Context: an optimization exercise on an open-source flow, tuned for small area, a short achievable clock period and few clock cycles per item. The choices shown serve that exercise and are no tape-out recipe.
Only simulation tests tie the RTL to the original design; equivalence was not proved.

### flow/config.mk
export PLATFORM = sky130hd
export DESIGN_NAME = wsio_scaler
export DESIGN_NICKNAME = wsio_scaler
export VERILOG_FILES = /design/flow/design.v
export SDC_FILE = /design/flow/constraint.sdc
export NUM_CORES = 4
export LEC_CHECK = 0
export CAP_MARGIN = 20
export CORE_MARGIN = 2
export CORE_UTILIZATION = 40
export SLEW_MARGIN = 20
### flow/constraint.sdc
create_clock -name core_clock -period 10.0 [get_ports {clk}]
set_input_delay 2.0000 -clock core_clock [delete_from_list [all_inputs] [get_ports {clk}]]
set_output_delay 2.0000 -clock core_clock [all_outputs]
set_load 0.01 [all_outputs]
### flow/design.v
module wsio_scaler (
    input  wire        clk,
    input  wire        rst,         
    input  wire        in_valid,
    output wire        in_ready,
    input  wire        in_op,       
    input  wire [63:0] in_data,
    output wire        out_valid,
    input  wire        out_ready,
    output wire [63:0] out_data,
    output wire        out_err
);
    localparam [2:0] S_IDLE = 3'd0,
                     S_DIV  = 3'd1,
                     S_RND  = 3'd2,
                     S_MUL  = 3'd3,
                     S_SCL  = 3'd4,
                     S_DONE = 3'd5;
    localparam integer DIV_STEPS = 73;   
    reg  [2:0]  state;
    reg  [63:0] x_reg;        
    reg  [59:0] prod_reg;     
    reg  [72:0] dvd;          
    reg  [9:0]  rem;          
    reg  [63:0] quo;          
    reg  [6:0]  cnt;          
    reg  [3:0]  lz_reg;       
    reg  [63:0] res_data;
    reg         res_err;
    assign in_ready  = (state == S_IDLE);
    assign out_valid = (state == S_DONE);
    assign out_data  = res_data;
    assign out_err   = res_err;
    wire [15:0] raw_in = in_data[15:0];
    reg  [3:0]  lz;
    integer i;
    always @(*) begin
        lz = 4'd0;
        for (i = 0; i < 16; i = i + 1)
            if (raw_in[i]) lz = 4'd15 - i[3:0];
    end
    wire [15:0] raw_norm = raw_in << lz;
    wire [10:0] rem_sh  = {rem, dvd[72]};
    wire        q_bit   = (rem_sh >= 11'd1000);
    wire [10:0] rem_sub = rem_sh - 11'd1000;
    wire [9:0]  rem_nxt = q_bit ? rem_sub[9:0] : rem_sh[9:0];
    wire        e_hi     = quo[63];
    wire [52:0] e_mant   = e_hi ? quo[63:11] : quo[62:10];
    wire        e_guard  = e_hi ? quo[10] : quo[9];
    wire        e_sticky = (|quo[8:0]) | (e_hi & quo[9]) | (rem != 10'd0);
    wire        e_up     = e_guard & (e_sticky | e_mant[0]);
    wire [53:0] e_mr     = {1'b0, e_mant} + {53'd0, e_up};
    wire [10:0] e_exp    = 11'd1028 - {7'd0, lz_reg} + {10'd0, e_hi} + {10'd0, e_mr[53]};
    wire [51:0] e_frac   = e_mr[53] ? 52'd0 : e_mr[51:0];
    wire [63:0] e_result = {1'b0, e_exp, e_frac};
    wire        x_sign = x_reg[63];
    wire [10:0] x_exp  = x_reg[62:52];
    wire [51:0] x_frac = x_reg[51:0];
    wire        x_nan_inf = (x_exp == 11'h7FF);
    wire [52:0] x_mant = {(x_exp != 11'd0), x_frac};
    wire [10:0] x_eeff = (x_exp == 11'd0) ? 11'd1 : x_exp;
    wire [59:0] prod_mul = x_mant * 7'd125;
    wire [59:0] prod     = prod_reg;
    reg  [5:0]  p_lead;
    always @(*) begin
        p_lead = 6'd0;
        for (i = 0; i < 60; i = i + 1)
            if (prod[i]) p_lead = i[5:0];
    end
    wire [5:0]  p_shift = p_lead - 6'd52;
    reg  [60:0] prod_rnd;
    reg  [2:0]  k;
    reg  [59:0] p_trunc;
    reg         p_guard, p_sticky;
    always @(*) begin
        prod_rnd = {1'b0, prod};
        k        = 3'd0;
        p_trunc  = 60'd0;
        p_guard  = 1'b0;
        p_sticky = 1'b0;
        if (p_lead > 6'd52) begin
            k        = p_shift[2:0];           
            p_trunc  = prod >> k;
            p_guard  = prod[k - 3'd1];
            p_sticky = |(prod & ((60'd1 << (k - 3'd1)) - 60'd1));
            prod_rnd = ({1'b0, p_trunc} + {60'd0, p_guard & (p_sticky | p_trunc[0])}) << k;
        end
    end
    reg  [60:0] r_int;
    reg         r_big;
    always @(*) begin
        r_int = 61'd0;
        r_big = 1'b0;
        if (x_eeff >= 11'd1072)
            r_big = (prod_rnd != 61'd0);
        else if ((11'd1072 - x_eeff) < 11'd61)
            r_int = prod_rnd >> (11'd1072 - x_eeff);
    end
    wire        r_err    = x_nan_inf | r_big |
                           (x_sign ? (r_int != 61'd0) : (r_int > 61'd65535));
    wire [15:0] r_value  = x_sign ? 16'd0 : r_int[15:0];
    wire [63:0] r_result = r_err ? 64'd0 : {48'd0, r_value};
    always @(posedge clk) begin
        if (rst) begin
            state    <= S_IDLE;
            res_data <= 64'd0;
            res_err  <= 1'b0;
        end else begin
            case (state)
                S_IDLE:
                    if (in_valid) begin
                        if (in_op) begin
                            x_reg <= in_data;
                            state <= S_MUL;
                        end else if (raw_in == 16'd0) begin
                            res_data <= 64'd0;
                            res_err  <= 1'b0;
                            state    <= S_DONE;
                        end else begin
                            lz_reg <= lz;
                            dvd    <= {raw_norm, 57'd0};
                            rem    <= 10'd0;
                            quo    <= 64'd0;
                            cnt    <= DIV_STEPS[6:0];
                            state  <= S_DIV;
                        end
                    end
                S_DIV: begin
                    rem <= rem_nxt;
                    quo <= {quo[62:0], q_bit};
                    dvd <= {dvd[71:0], 1'b0};
                    cnt <= cnt - 7'd1;
                    if (cnt == 7'd1)
                        state <= S_RND;
                end
                S_RND: begin
                    res_data <= e_result;
                    res_err  <= 1'b0;
                    state    <= S_DONE;
                end
                S_MUL: begin
                    prod_reg <= prod_mul;
                    state    <= S_SCL;
                end
                S_SCL: begin
                    res_data <= r_result;
                    res_err  <= r_err;
                    state    <= S_DONE;
                end
                S_DONE:
                    if (out_ready)
                        state <= S_IDLE;
                default:
                    state <= S_IDLE;
            endcase
        end
    end
endmodule
### flow/run.sh
#!/bin/bash
# synth_recipe.tcl (not shown) runs the flow's synth.tcl, then flattens the netlist and writes it again
# the make line also repeats each setting of config.mk as NAME=value (left out here)
make -C /OpenROAD-flow-scripts/flow DESIGN_CONFIG=/design/flow/config.mk WORK_HOME=/design/flow/orfs CLKGATE_MAP_FILE= SYNTH_SCRIPT=/design/flow/synth_recipe.tcl finish
==> impl_results.html, run 1 <==
<table>
<tr><th>Metric</th><th>Value</th></tr>
<tr><th colspan="2">Routing</th></tr>
<tr><td>Iteration count of the initial detailed-routing pass</td><td>7</td></tr>
<tr><td>Number of DRC markers in iteration 0</td><td>4321</td></tr>
<tr><td>Routed length on met2</td><td>56100 um</td></tr>
<tr><td>Detailed-route via count</td><td>34701</td></tr>
<tr><td>Met1 layer wirelength in the final routing</td><td>56200 um</td></tr>
<tr><td>Remaining antenna violation count after routing</td><td>0</td></tr>
<tr><td>Post-DR wirelength/cell</td><td>24.2 um</td></tr>
<tr><td>Via-per-instance ratio</td><td>6.45</td></tr>
<tr><td>Total met3 wirelength after detailed routing</td><td>11800 um</td></tr>
<tr><td>Top sig layer</td><td>met5</td></tr>
<tr><td>Detailed Route WL</td><td>130000 um</td></tr>
<tr><td>DRC violations left</td><td>0</td></tr>
<tr><th colspan="2">Die</th></tr>
<tr><td>Row Count</td><td>108</td></tr>
<tr><td>Chip height</td><td>301 um</td></tr>
<tr><td>Chip width</td><td>301 um</td></tr>
<tr><td>Standard cell core area</td><td>87000 um2</td></tr>
<tr><td>Initial Util</td><td>0.405</td></tr>
<tr><td>Die area</td><td>90500 um2</td></tr>
<tr><td>I/O pin cnt</td><td>136</td></tr>
<tr><th colspan="2">Timing</th></tr>
<tr><td>Min Tclk post-route</td><td>9440 ps</td></tr>
<tr><td>Hold Vio Cnt, Final</td><td>0</td></tr>
<tr><td>Fin crit share</td><td>0.944</td></tr>
<tr><td>Slew Viols, Final</td><td>0</td></tr>
<tr><td>Fmax</td><td>106 MHz</td></tr>
<tr><td>Remaining max-slew budget at the tightest pin</td><td>0.281</td></tr>
<tr><td>WHS</td><td>457 ps</td></tr>
<tr><td>RSZ-0062 raised after global routing</td><td>false</td></tr>
<tr><td>Transition time at the pin with the least slew margin</td><td>1080 ps</td></tr>
<tr><td>Summed negative setup slack over all endpoints</td><td>0 ps</td></tr>
<tr><td>Setup violations, final</td><td>0</td></tr>
<tr><td>Clock skew after layout</td><td>38.0 ps</td></tr>
<tr><td>Worst Setup Slack, final</td><td>558 ps</td></tr>
<tr><th colspan="2">Setup path</th></tr>
<tr><td>R2r setup slk</td><td>560 ps</td></tr>
<tr><td>Critical path buffers and inverters</td><td>4</td></tr>
<tr><td>Worst Path Required</td><td>10490 ps</td></tr>
<tr><td>Reg2reg end</td><td>res_data[12]</td></tr>
<tr><td>Crit. path cell count</td><td>27</td></tr>
<tr><td>Element type at the critical path end</td><td>flop</td></tr>
<tr><td>Highest-delay cell along the critical path</td><td>sky130_fd_sc_hd__a2111o_1</td></tr>
<tr><td>Crit Path Max Fanout</td><td>23</td></tr>
<tr><td>Data arrival time of the critical path</td><td>9930 ps</td></tr>
<tr><td>Reg2Reg Depth</td><td>27</td></tr>
<tr><td>Reg-to-reg startpoint</td><td>prod_reg[21]</td></tr>
<tr><td>Launching element type of the critical path</td><td>flop</td></tr>
<tr><td>Classification of the worst setup path</td><td>reg -&gt; reg</td></tr>
<tr><td>Family with the most delay on the worst path</td><td>compound AO/OA/AOI/OAI gates</td></tr>
<tr><td>Crit-path max cell delay</td><td>660 ps</td></tr>
<tr><th colspan="2">Clock network</th></tr>
<tr><td>Total setup buffers inserted after CTS</td><td>0</td></tr>
<tr><td>Clock tree from TritonCTS</td><td>done</td></tr>
<tr><td>Worst skew pair latency</td><td>580 ps</td></tr>
<tr><td>Number of clock sinks seen by CTS</td><td>289</td></tr>
<tr><td>CTS buffer count</td><td>36</td></tr>
<tr><td>Register clock-pin slew on the reported worst setup and hold paths</td><td>50 ps</td></tr>
<tr><td>Post-CTS sizing</td><td>0</td></tr>
<tr><td>Clk buf depth</td><td>3</td></tr>
<tr><td>Clock root cell</td><td>sky130_fd_sc_hd__clkbuf_16</td></tr>
<tr><td>Total of hold buffers inserted after clock tree synthesis</td><td>0</td></tr>
<tr><td>Htree depth</td><td>2</td></tr>
<tr><th colspan="2">Finish</th></tr>
<tr><td>Antenna diode instance count</td><td>0</td></tr>
<tr><td>Fill count</td><td>8561</td></tr>
<tr><td>Most frequent cells in the layout</td><td>401 x sky130_fd_sc_hd__nor2_1, 373 x sky130_fd_sc_hd__nand2_1, 234 x sky130_fd_sc_hd__a21oi_1, 225 x sky130_fd_sc_hd__edfxtp_1, 204 x sky130_fd_sc_hd__fa_1</td></tr>
<tr><td>Area occupied by multi-input gates</td><td>25800 um2</td></tr>
<tr><td>NumNets Final</td><td>4620</td></tr>
<tr><td>Commonest non-fill, non-tap cell in the layout</td><td>sky130_fd_sc_hd__nor2_1</td></tr>
<tr><td>Reg area</td><td>8040 um2</td></tr>
<tr><td>Ratio of cells with drive above 1 in the final layout</td><td>0.0812</td></tr>
<tr><td>Synth-to-Final Area Change</td><td>12.1%</td></tr>
<tr><th colspan="2">Hold path</th></tr>
<tr><td>Worst Hold Depth</td><td>2</td></tr>
<tr><td>Class of the tightest hold or removal check</td><td>reg -&gt; reg</td></tr>
<tr><td>Endpoint with the worst hold slack</td><td>res_data[49]</td></tr>
<tr><td>Critical hold path startpoint</td><td>res_data[49]</td></tr>
<tr><th colspan="2">Placement</th></tr>
<tr><td>Pre-CTS setup slack</td><td>673 ps</td></tr>
<tr><td>Weighted congestion reported at the end of routability-driven placement</td><td>1.02</td></tr>
<tr><td>Post-DP HPWL</td><td>99200 um</td></tr>
<tr><td>Port Buffers</td><td>134</td></tr>
<tr><th colspan="2">Logic synthesis</th></tr>
<tr><td>Compound-gate portion of the synthesized area</td><td>0.237</td></tr>
<tr><td>Area contributors post-synth</td><td>sky130_fd_sc_hd__edfxtp_1 19%, sky130_fd_sc_hd__fa_1 12%, sky130_fd_sc_hd__ha_1 5.3%</td></tr>
<tr><td>Post-synthesis cell count</td><td>4152</td></tr>
<tr><td>Number of flip-flops and latches in the synthesized netlist</td><td>289</td></tr>
<tr><td>Fraction of post-synthesis cell area in the top cell type by area</td><td>0.192</td></tr>
<tr><td>Number of different library cells in the post-synthesis netlist</td><td>104</td></tr>
<tr><td>Synthesized netlist net count</td><td>4574</td></tr>
<tr><td>Post-Synth Adder-Cell Area</td><td>0.169</td></tr>
<tr><td>Number of synthesized flops with an enable pin</td><td>225</td></tr>
<tr><td>Ys async rst share</td><td>0</td></tr>
<tr><td>Avg Inst Size Synth</td><td>8.49 um2</td></tr>
<tr><td>Xor/xnor cell area share of the yosys netlist</td><td>0.0479</td></tr>
<tr><td>Synth Cell Area</td><td>35300 um2</td></tr>
<tr><td>Yosys warning count</td><td>1</td></tr>
<tr><td>Largest family of logic cells by synthesized area</td><td>compound AO/OA/AOI/OAI gates</td></tr>
<tr><td>Register area share after synthesis</td><td>0.228</td></tr>
<tr><td>Most used DFF post-synth</td><td>sky130_fd_sc_hd__edfxtp_1</td></tr>
<tr><td>Mux share of post-synthesis cell area</td><td>0.0619</td></tr>
<tr><td>Library cell with the largest summed area after synthesis</td><td>sky130_fd_sc_hd__edfxtp_1</td></tr>
<tr><td>Simple-Gate Fraction of Synth Area</td><td>0.211</td></tr>
<tr><th colspan="2">Global routing</th></tr>
<tr><td>Largest net degree at the start of global routing</td><td>120</td></tr>
<tr><td>Overall track demand over capacity in global routing</td><td>0.282</td></tr>
<tr><td>Remaining Overflow, GRT</td><td>0</td></tr>
<tr><td>Wire length of the first global-routing pass</td><td>201000 um</td></tr>
<tr><td>Antenna violations before repair</td><td>9</td></tr>
<tr><td>Via count of the first global-routing pass</td><td>33198</td></tr>
<tr><th colspan="2">Job</th></tr>
<tr><td>Max-cap violation count</td><td>0</td></tr>
<tr><th colspan="2">Run status</th></tr>
<tr><td>Run status</td><td>timing/DRC/antenna clean</td></tr>
</table>
## metrics by stage
step	cell area, um2	utilization	cells
CTS	39500	0.454	5380
global route	39500	0.454	5381
detailed placement	38300	0.440	5314
floorplan	35300	-	4152
global placement	38300	0.440	5314
finish	39500	0.454	5381
## Yosys cell counts, drive strengths merged (108+ instances only)
cell type,instances
a21oi,238
nor2,402
xnor2,117
nand3,110
inv,112
and3,108
mux2i,167
edfxtp,225
ha,149
nand2,376
o21ai,196
fa,204
clkbuf,227
nor3,141
## worst max path at each step
| stage | to | slack, ps | startpoint |
|---|---|---|---|
| detailed placement | res_data[3] | 670 | prod_reg[34] |
| floorplan | res_data[6] | 5 | prod_reg[13] |
| finish | res_data[12] | 560 | prod_reg[21] |
| global route | res_data[12] | 20 | prod_reg[21] |
| CTS | res_data[12] | 610 | prod_reg[34] |
| global placement | res_data[12] | 900 | prod_reg[21] |
## logic make-up (layout without fill, tap and decap cells)
kind of cell,Yosys count,count (layout)
xor gates and xnor gates,193,193
AOI/OAI and AO/OA,1192,1192
muxes,207,207
DFF,289,289
buffers and inverters,406,480
and+or+nand+nor,1511,1511
other,1,1
adders and majority gates,353,353
## metal layers
metal	up-vias	GRT usage
li1	15786	-
met3	353	0.0582
met1	16770	0.390
met5	-	0
met4	18	0.125
met2	1774	0.425
## layout make-up
| class | count | area share |
|---|---|---|
| Multi-Input combinational cell | 3457 | 0.652 |
| Sequential cell | 289 | 0.203 |
| Timing Repair Buffer | 298 | 0.0660 |
| Tap cell | 1155 | 0.0365 |
| Clock buffer | 45 | 0.0236 |
| Inverter | 116 | 0.0111 |
| Clock inverter | 21 | 0.00702 |
## tightest hold or removal path, stage by stage, from the launching register on
cell                      delay [ps]
sky130_fd_sc_hd__dfxtp_1         310
sky130_fd_sc_hd__nand2_1          50
sky130_fd_sc_hd__a21oi_1          50
Testbench counts, summed over its fixed seeds: cycles 159,784, items 4,000.
==> run 2: changes to the inputs <==
==> flow/design.v (replaced) <==
module wsio_scaler (
    input  wire        clk,
    input  wire        rst,         
    input  wire        in_valid,
    output wire        in_ready,
    input  wire        in_op,       
    input  wire [63:0] in_data,
    output wire        out_valid,
    input  wire        out_ready,
    output wire [63:0] out_data,
    output wire        out_err
);
    wire [15:0] raw = in_data[15:0];
    reg  [3:0]  lz;
    integer i;
    always @(*) begin
        lz = 4'd0;
        for (i = 0; i < 16; i = i + 1)
            if (raw[i]) lz = 4'd15 - i[3:0];
    end
    wire [15:0] rn     = raw << lz;
    wire        e_hi   = (rn >= 16'd64000);
    wire [16:0] r17    = e_hi ? {1'b0, rn} : {rn, 1'b0};
    wire        e_zero = (raw == 16'd0);
    wire        x_sign = in_data[63];
    wire [10:0] x_exp  = in_data[62:52];
    wire [52:0] x_mant = {1'b1, in_data[51:0]};
    wire        p_top  = (in_data[51:0] >= 52'd108086391056892);
    wire [59:0] p_rnd  = {x_mant, 7'd0} - {6'd0, x_mant, 1'b0} - {7'd0, x_mant}
                         + (p_top ? 60'd64 : 60'd32);
    wire        x_big  = (x_exp > 11'd1029);             
    wire        x_in   = (x_exp >= 11'd1013) && !x_big;
    wire [4:0]  x_d    = x_exp[4:0] - 5'd21;             
    reg         s1_valid, s1_op;
    reg  [16:0] s1_v;       
    reg  [4:0]  s1_n;       
    reg  [2:0]  s1_f;       
    reg         o_valid;
    reg  [62:0] o_data;
    reg         o_err;
    wire en2 = !o_valid || out_ready;
    assign in_ready  = !s1_valid || en2;
    assign out_valid = o_valid;
    assign out_data  = {1'b0, o_data};
    assign out_err   = o_err;
    wire [16:0] e_r17  = s1_v;
    wire [16:0] e_r17n = ~s1_v;
    wire [76:0] e_q = 77'h1f7ff73bc28211800000
                    + {56'd0, e_r17[16:12], 16'd0}
                    + {54'd0, e_r17n[16:10], 16'd0}
                    + {49'd0, e_r17n[16:5], 16'd0}
                    + {42'd0, e_r17[16:0], 18'd0}
                    + {40'd0, e_r17[16:0], 20'd0}
                    + {38'd0, e_r17[16:0], 22'd0}
                    + {36'd0, e_r17n[16:0], 24'd0}
                    + {34'd0, e_r17[16:0], 26'd0}
                    + {31'd0, e_r17n[16:0], 29'd0}
                    + {27'd0, e_r17n[16:0], 33'd0}
                    + {25'd0, e_r17[16:0], 35'd0}
                    + {23'd0, e_r17[16:0], 37'd0}
                    + {21'd0, e_r17n[16:0], 39'd0}
                    + {18'd0, e_r17n[16:0], 42'd0}
                    + {15'd0, e_r17[16:0], 45'd0}
                    + {13'd0, e_r17[16:0], 47'd0}
                    + {10'd0, e_r17[16:0], 50'd0}
                    + {6'd0, e_r17n[16:0], 54'd0}
                    + {4'd0, e_r17[16:0], 56'd0}
                    + {e_r17[15:0], 61'd0}
                    ;
    wire [3:0]  e_lz   = s1_n[3:0];
    wire [10:0] e_exp  = 11'd1028 - {7'd0, e_lz} + {10'd0, s1_n[4]};
    wire [62:0] e_res  = s1_f[0] ? 63'd0 : {e_exp, e_q[76:25]};
    wire [16:0] r_t    = s1_v >> (5'd16 - s1_n);
    wire        r_sign = s1_f[2];
    wire        r_in   = s1_f[1];
    wire        r_err  = s1_f[0] | (r_in & (r_sign ? (r_t != 17'd0) : r_t[16]));
    wire [15:0] r_val  = (r_err | r_sign | !r_in) ? 16'd0 : r_t[15:0];
    always @(posedge clk) begin
        if (rst) begin
            s1_valid <= 1'b0;
            o_valid  <= 1'b0;
        end else begin
            if (in_ready)
                s1_valid <= in_valid;
            if (en2)
                o_valid <= s1_valid;
        end
        if (in_ready) begin
            s1_op <= in_op;
            if (in_op) begin
                s1_v <= p_rnd[59:43];
                s1_n <= x_d;
                s1_f <= {x_sign, x_in, x_big};
            end else begin
                s1_v <= r17;
                s1_n <= {e_hi, lz};
                s1_f <= {2'b00, e_zero};
            end
        end
        if (en2) begin
            if (s1_op) begin
                o_data <= {47'd0, r_val};
                o_err  <= r_err;
            end else begin
                o_data <= e_res;
                o_err  <= 1'b0;
            end
        end
    end
endmodule
==> run 2 against run 1 <==
Still clean on timing, DRC and antenna. Count of clock-buffer cells in the layout decreased by 36. Non-clock buffer count shrank 149. Core utilization barely moved. First-iteration DRC count decreased by 75%. Via count fell by 58%. Final cell count shrank 51%. Worst hold slack improved by 66 ps. Critical endpoint is now o_data[45].
==> impl_results.html, run 2 <==
<table>
<tr><th>Metric</th><th>Value</th></tr>
<tr><th colspan="2">Setup path</th></tr>
<tr><td>Reg2Reg Depth</td><td>19 (-30%)</td></tr>
<tr><td>Reg2reg end</td><td>o_data[45]</td></tr>
<tr><td>Reg-to-reg startpoint</td><td>s1_v[8]</td></tr>
<tr><td>R2r setup slk</td><td>2220 ps (+1660 ps)</td></tr>
<tr><td>Worst setup endpoint</td><td>o_data[45]</td></tr>
<tr><td>Element type at the critical path end</td><td>flop</td></tr>
<tr><td>Worst Path Required</td><td>10120 ps (-370 ps)</td></tr>
<tr><td>Crit Path Max Fanout</td><td>13 (-43%)</td></tr>
<tr><td>Launching element type of the critical path</td><td>flop</td></tr>
<tr><td>Data arrival time of the critical path</td><td>7900 ps (-2030 ps)</td></tr>
<tr><td>Startpoint of the most critical setup path</td><td>s1_v[8]</td></tr>
<tr><td>Classification of the worst setup path</td><td>reg -&gt; reg</td></tr>
<tr><th colspan="2">Clock network</th></tr>
<tr><td>Number of clock sinks seen by CTS</td><td>89 (-69%)</td></tr>
<tr><td>Total setup buffers inserted after CTS</td><td>0 (unchanged)</td></tr>
<tr><td>Register clock-pin slew on the reported worst setup and hold paths</td><td>80 ps (+30 ps)</td></tr>
<tr><td>Clk buf depth</td><td>2 (-1)</td></tr>
<tr><td>Clock root cell</td><td>sky130_fd_sc_hd__clkbuf_16</td></tr>
<tr><td>CTS buffer count</td><td>9 (-75%)</td></tr>
<tr><td>Htree depth</td><td>3 (+1)</td></tr>
<tr><td>Worst skew pair latency</td><td>380 ps (-200 ps)</td></tr>
<tr><td>Total of hold buffers inserted after clock tree synthesis</td><td>0 (unchanged)</td></tr>
<tr><td>Clock tree from TritonCTS</td><td>done</td></tr>
<tr><td>Post-CTS sizing</td><td>0 (unchanged)</td></tr>
<tr><th colspan="2">Finish</th></tr>
<tr><td>Antenna diode instance count</td><td>0 (unchanged)</td></tr>
<tr><td>Commonest non-fill, non-tap cell in the layout</td><td>sky130_fd_sc_hd__inv_1</td></tr>
<tr><td>Area occupied by multi-input gates</td><td>14100 um2 (-45%)</td></tr>
<tr><td>NumNets Final</td><td>2611 (-43%)</td></tr>
<tr><td>Max FFs per register</td><td>60</td></tr>
<tr><td>Top reg by flops</td><td>o_data</td></tr>
<tr><td>Reg area</td><td>2650 um2 (-67%)</td></tr>
<tr><td>Ratio of cells with drive above 1 in the final layout</td><td>0.0333 (-0.0478)</td></tr>
<tr><td>Fill count</td><td>4364 (-49%)</td></tr>
<tr><td>Most frequent cells in the layout</td><td>326 x sky130_fd_sc_hd__inv_1, 265 x sky130_fd_sc_hd__ha_1, 242 x sky130_fd_sc_hd__fa_1, 134 x sky130_fd_sc_hd__clkdlybuf4s50_1, 131 x sky130_fd_sc_hd__a21oi_1</td></tr>
<tr><td>Synth-to-Final Area Change</td><td>12.8%</td></tr>
<tr><th colspan="2">Logic synthesis</th></tr>
<tr><td>Xor/xnor cell area share of the yosys netlist</td><td>0.0328 (-0.0152)</td></tr>
<tr><td>Most used DFF post-synth</td><td>sky130_fd_sc_hd__edfxtp_1</td></tr>
<tr><td>Area contributors post-synth</td><td>sky130_fd_sc_hd__fa_1 27%, sky130_fd_sc_hd__ha_1 18%, sky130_fd_sc_hd__edfxtp_1 14%</td></tr>
<tr><td>Synthesized netlist net count</td><td>2493 (-45%)</td></tr>
<tr><td>Post-synthesis cell count</td><td>1917 (-54%)</td></tr>
<tr><td>Number of flip-flops and latches in the synthesized netlist</td><td>89 (-69%)</td></tr>
<tr><td>Avg Inst Size Synth</td><td>9.48 um2 (+12%)</td></tr>
<tr><td>Synth cell count leaders</td><td>327 x sky130_fd_sc_hd__inv_1, 265 x sky130_fd_sc_hd__ha_1, 242 x sky130_fd_sc_hd__fa_1</td></tr>
<tr><td>Number of synthesized flops with an enable pin</td><td>87 (-61%)</td></tr>
<tr><td>Yosys warning count</td><td>1 (unchanged)</td></tr>
<tr><td>Simple-Gate Fraction of Synth Area</td><td>0.107 (-0.103)</td></tr>
<tr><td>Synth Cell Area</td><td>18200 um2 (-48%)</td></tr>
<tr><td>Register area share after synthesis</td><td>0.146 (-0.0820)</td></tr>
<tr><td>Compound-gate portion of the synthesized area</td><td>0.165 (-0.0718)</td></tr>
<tr><td>Post-Synth Adder-Cell Area</td><td>0.449 (+0.280)</td></tr>
<tr><td>Mux share of post-synthesis cell area</td><td>0.0201 (-0.0418)</td></tr>
<tr><td>Ys async rst share</td><td>0 (unchanged)</td></tr>
<tr><td>Number of different library cells in the post-synthesis netlist</td><td>85 (-18%)</td></tr>
<tr><td>Largest family of logic cells by synthesized area</td><td>adder cells</td></tr>
<tr><td>Most frequent cell after synthesis</td><td>sky130_fd_sc_hd__inv_1</td></tr>
<tr><td>Library cell with the largest summed area after synthesis</td><td>sky130_fd_sc_hd__fa_1</td></tr>
<tr><td>Fraction of post-synthesis cell area in the top cell type by area</td><td>0.267 (+0.0749)</td></tr>
<tr><th colspan="2">Routing</th></tr>
<tr><td>DRC violations left</td><td>0 (unchanged)</td></tr>
<tr><td>Detailed Route WL</td><td>50500 um (-61%)</td></tr>
<tr><td>Via-per-instance ratio</td><td>5.54 (-14%)</td></tr>
<tr><td>Detailed-route via count</td><td>14633 (-58%)</td></tr>
<tr><td>Iteration count of the initial detailed-routing pass</td><td>5 (-2)</td></tr>
<tr><td>Remaining antenna violation count after routing</td><td>0 (unchanged)</td></tr>
<tr><td>Post-DR wirelength/cell</td><td>19.1 um (-21%)</td></tr>
<tr><td>Number of DRC markers in iteration 0</td><td>1070 (-75%)</td></tr>
<tr><th colspan="2">Hold path</th></tr>
<tr><td>Class of the tightest hold or removal check</td><td>reg -&gt; reg</td></tr>
<tr><td>Critical hold path startpoint</td><td>s1_valid</td></tr>
<tr><th colspan="2">Timing</th></tr>
<tr><td>Hold Vio Cnt, Final</td><td>0 (unchanged)</td></tr>
<tr><td>Summed negative setup slack over all endpoints</td><td>0 ps (unchanged)</td></tr>
<tr><td>Clock skew after layout</td><td>14.4 ps (-23.7 ps)</td></tr>
<tr><td>Transition time at the pin with the least slew margin</td><td>1070 ps (-12.5 ps)</td></tr>
<tr><td>Setup violations, final</td><td>0 (unchanged)</td></tr>
<tr><td>Remaining max-slew budget at the tightest pin</td><td>0.284 (+0.00357)</td></tr>
<tr><td>Slew Viols, Final</td><td>0 (unchanged)</td></tr>
<tr><td>Fin crit share</td><td>0.778 (-0.166)</td></tr>
<tr><td>Min Tclk post-route</td><td>7780 ps (-1660 ps)</td></tr>
<tr><td>RSZ-0062 raised after global routing</td><td>false</td></tr>
<tr><td>Fmax</td><td>129 MHz (+21%)</td></tr>
<tr><th colspan="2">Global routing</th></tr>
<tr><td>Global routing usage on met2</td><td>0.372 (-0.0528)</td></tr>
<tr><td>Antenna violations before repair</td><td>1 (-8)</td></tr>
<tr><td>Via count of the first global-routing pass</td><td>14935 (-55%)</td></tr>
<tr><td>Remaining Overflow, GRT</td><td>0 (unchanged)</td></tr>
<tr><td>Wire length of the first global-routing pass</td><td>79900 um (-60%)</td></tr>
<tr><td>Met1 capacity usage during global routing</td><td>0.282 (-0.108)</td></tr>
<tr><td>Busiest grt layer</td><td>met2</td></tr>
<tr><td>Global routing met3 resource utilization</td><td>0.0273 (-0.0310)</td></tr>
<tr><td>Overall track demand over capacity in global routing</td><td>0.217 (-0.0655)</td></tr>
<tr><td>Largest net degree at the start of global routing</td><td>62 (-48%)</td></tr>
<tr><th colspan="2">Die</th></tr>
<tr><td>Die area</td><td>47200 um2 (-48%)</td></tr>
<tr><td>Initial Util</td><td>0.403 (-0.00210)</td></tr>
<tr><td>I/O pin cnt</td><td>136 (unchanged)</td></tr>
<tr><td>Chip height</td><td>217 um (-28%)</td></tr>
<tr><td>Standard cell core area</td><td>45100 um2 (-48%)</td></tr>
<tr><td>Row Count</td><td>78 (-28%)</td></tr>
<tr><td>Chip width</td><td>217 um (-28%)</td></tr>
<tr><th colspan="2">Job</th></tr>
<tr><td>Max-cap violation count</td><td>0 (unchanged)</td></tr>
<tr><th colspan="2">Run status</th></tr>
<tr><td>Run status</td><td>timing/DRC/antenna clean</td></tr>
<tr><th colspan="2">Placement</th></tr>
<tr><td>Weighted congestion reported at the end of routability-driven placement</td><td>0.916 (-10%)</td></tr>
<tr><td>Port Buffers</td><td>134 (unchanged)</td></tr>
<tr><td>Post-DP HPWL</td><td>41000 um (-59%)</td></tr>
</table>
-- run 2: cell count changes after synthesis, sizes merged, moves of 78 or more --
cell	change
a21oi	-105
a22oi	-85
and3	-97
clkbuf	-200
edfxtp	-138
ha	+116
inv	+218
mux2i	-144
nand2	-282
nor2	-312
nor3	-102
o21ai	-114
xnor2	-78
-- run 2: layer usage --
layer | vias to the layer above | wire length [um]
met3 | 77 | 2450
met1 | 7262 | 21700
met4 | 0 | 1470
met2 | 426 | 24900
li1 | 6868 | -
met5 | - | 0
-- run 2: final cells by class --
cell class              instances  area share
multi-input cells            1455       0.687
well taps                     600      0.0366
clock buffers                   9      0.0110
repair buffers                149      0.0709
clock inverters                 7     0.00433
flip-flops and latches         89       0.129
inverters                     331      0.0606
-- run 2: stage by stage --
step                utilization  setup WS [ps]  hold slack (ps)  area [um2]  std cells
floorplan                     -           3130              463       18200       1917
global placement          0.448           2080              475       20200       2624
detailed placement        0.448           1900              507       20200       2624
CTS                       0.455           2290              516       20500       2640
global route              0.455           1780              570       20500       2640
finish                    0.455           2220              523       20500       2640
-- run 2: cells by family (layout without fill, tap and decap cells) --
group	after synthesis	after routing
compound gates	458	458
xor+xnor	68	68
fa+ha+maj	507	507
buf+inv	373	496
flops	89	89
mux	31	31
other cells	1	1
simple gates	390	390
-- run 2: worst min-delay path by stage --
stage	to	slack, ps	depth (start not counted)
after floorplan	o_valid	460	2
after global placement	o_valid	480	2
after detailed placement	o_valid	510	2
after CTS	o_valid	520	2
after global routing	o_valid	570	2
final	o_valid	520	2
-- run 2: critical path, cell delays in order (launching register included) --
cell,delay (ps)
sky130_fd_sc_hd__edfxtp_1,800
sky130_fd_sc_hd__inv_1,650
sky130_fd_sc_hd__fa_1,700
sky130_fd_sc_hd__inv_1,60
sky130_fd_sc_hd__fa_1,500
sky130_fd_sc_hd__fa_1,550
sky130_fd_sc_hd__inv_1,60
sky130_fd_sc_hd__fa_1,530
sky130_fd_sc_hd__inv_1,40
sky130_fd_sc_hd__ha_1,370
sky130_fd_sc_hd__a21oi_1,310
sky130_fd_sc_hd__a21boi_1,130
sky130_fd_sc_hd__o311ai_1,710
sky130_fd_sc_hd__a211oi_1,180
sky130_fd_sc_hd__a211oi_1,580
sky130_fd_sc_hd__a21o_1,360
sky130_fd_sc_hd__o21bai_1,170
sky130_fd_sc_hd__a2111oi_0,540
sky130_fd_sc_hd__or3_1,200
sky130_fd_sc_hd__a21oi_1,60
Testbench counts of run 2, summed over its fixed seeds: cycles 4,008, items 4,000.

==> afterwards: timing with drivers on the ports <==
How much do the figures lean on ideal ports? The routed layouts below were timed once more, with nothing changed but the port constraints. Step 1: set_driving_cell puts a clkbuf_16 on clk and a buf_2 on each other input, an assumption about the parent block. Step 2, shift: input delay + t, output delay - t, t = (earliest + latest rising clock arrival at the registers) / 2. This alone moves slack from input paths to output paths. Slacks: ideal / step 1 / step 2; pairs: ideal / step 1.
run	shift t [ns]	setup slack, ns	worst setup path after step 2	cell pins on the clock port's net
run 1	0.633	0.558 / 0.558 / 0.558	register to register	1
run 2	0.426	2.219 / 2.219 / 1.842	input to register	1
After both steps setup and hold are still met in every run listed. For run 2, which loses most, drivers alone change the setup slack by 0.000 ns; drivers and shift together by -0.377 ns.
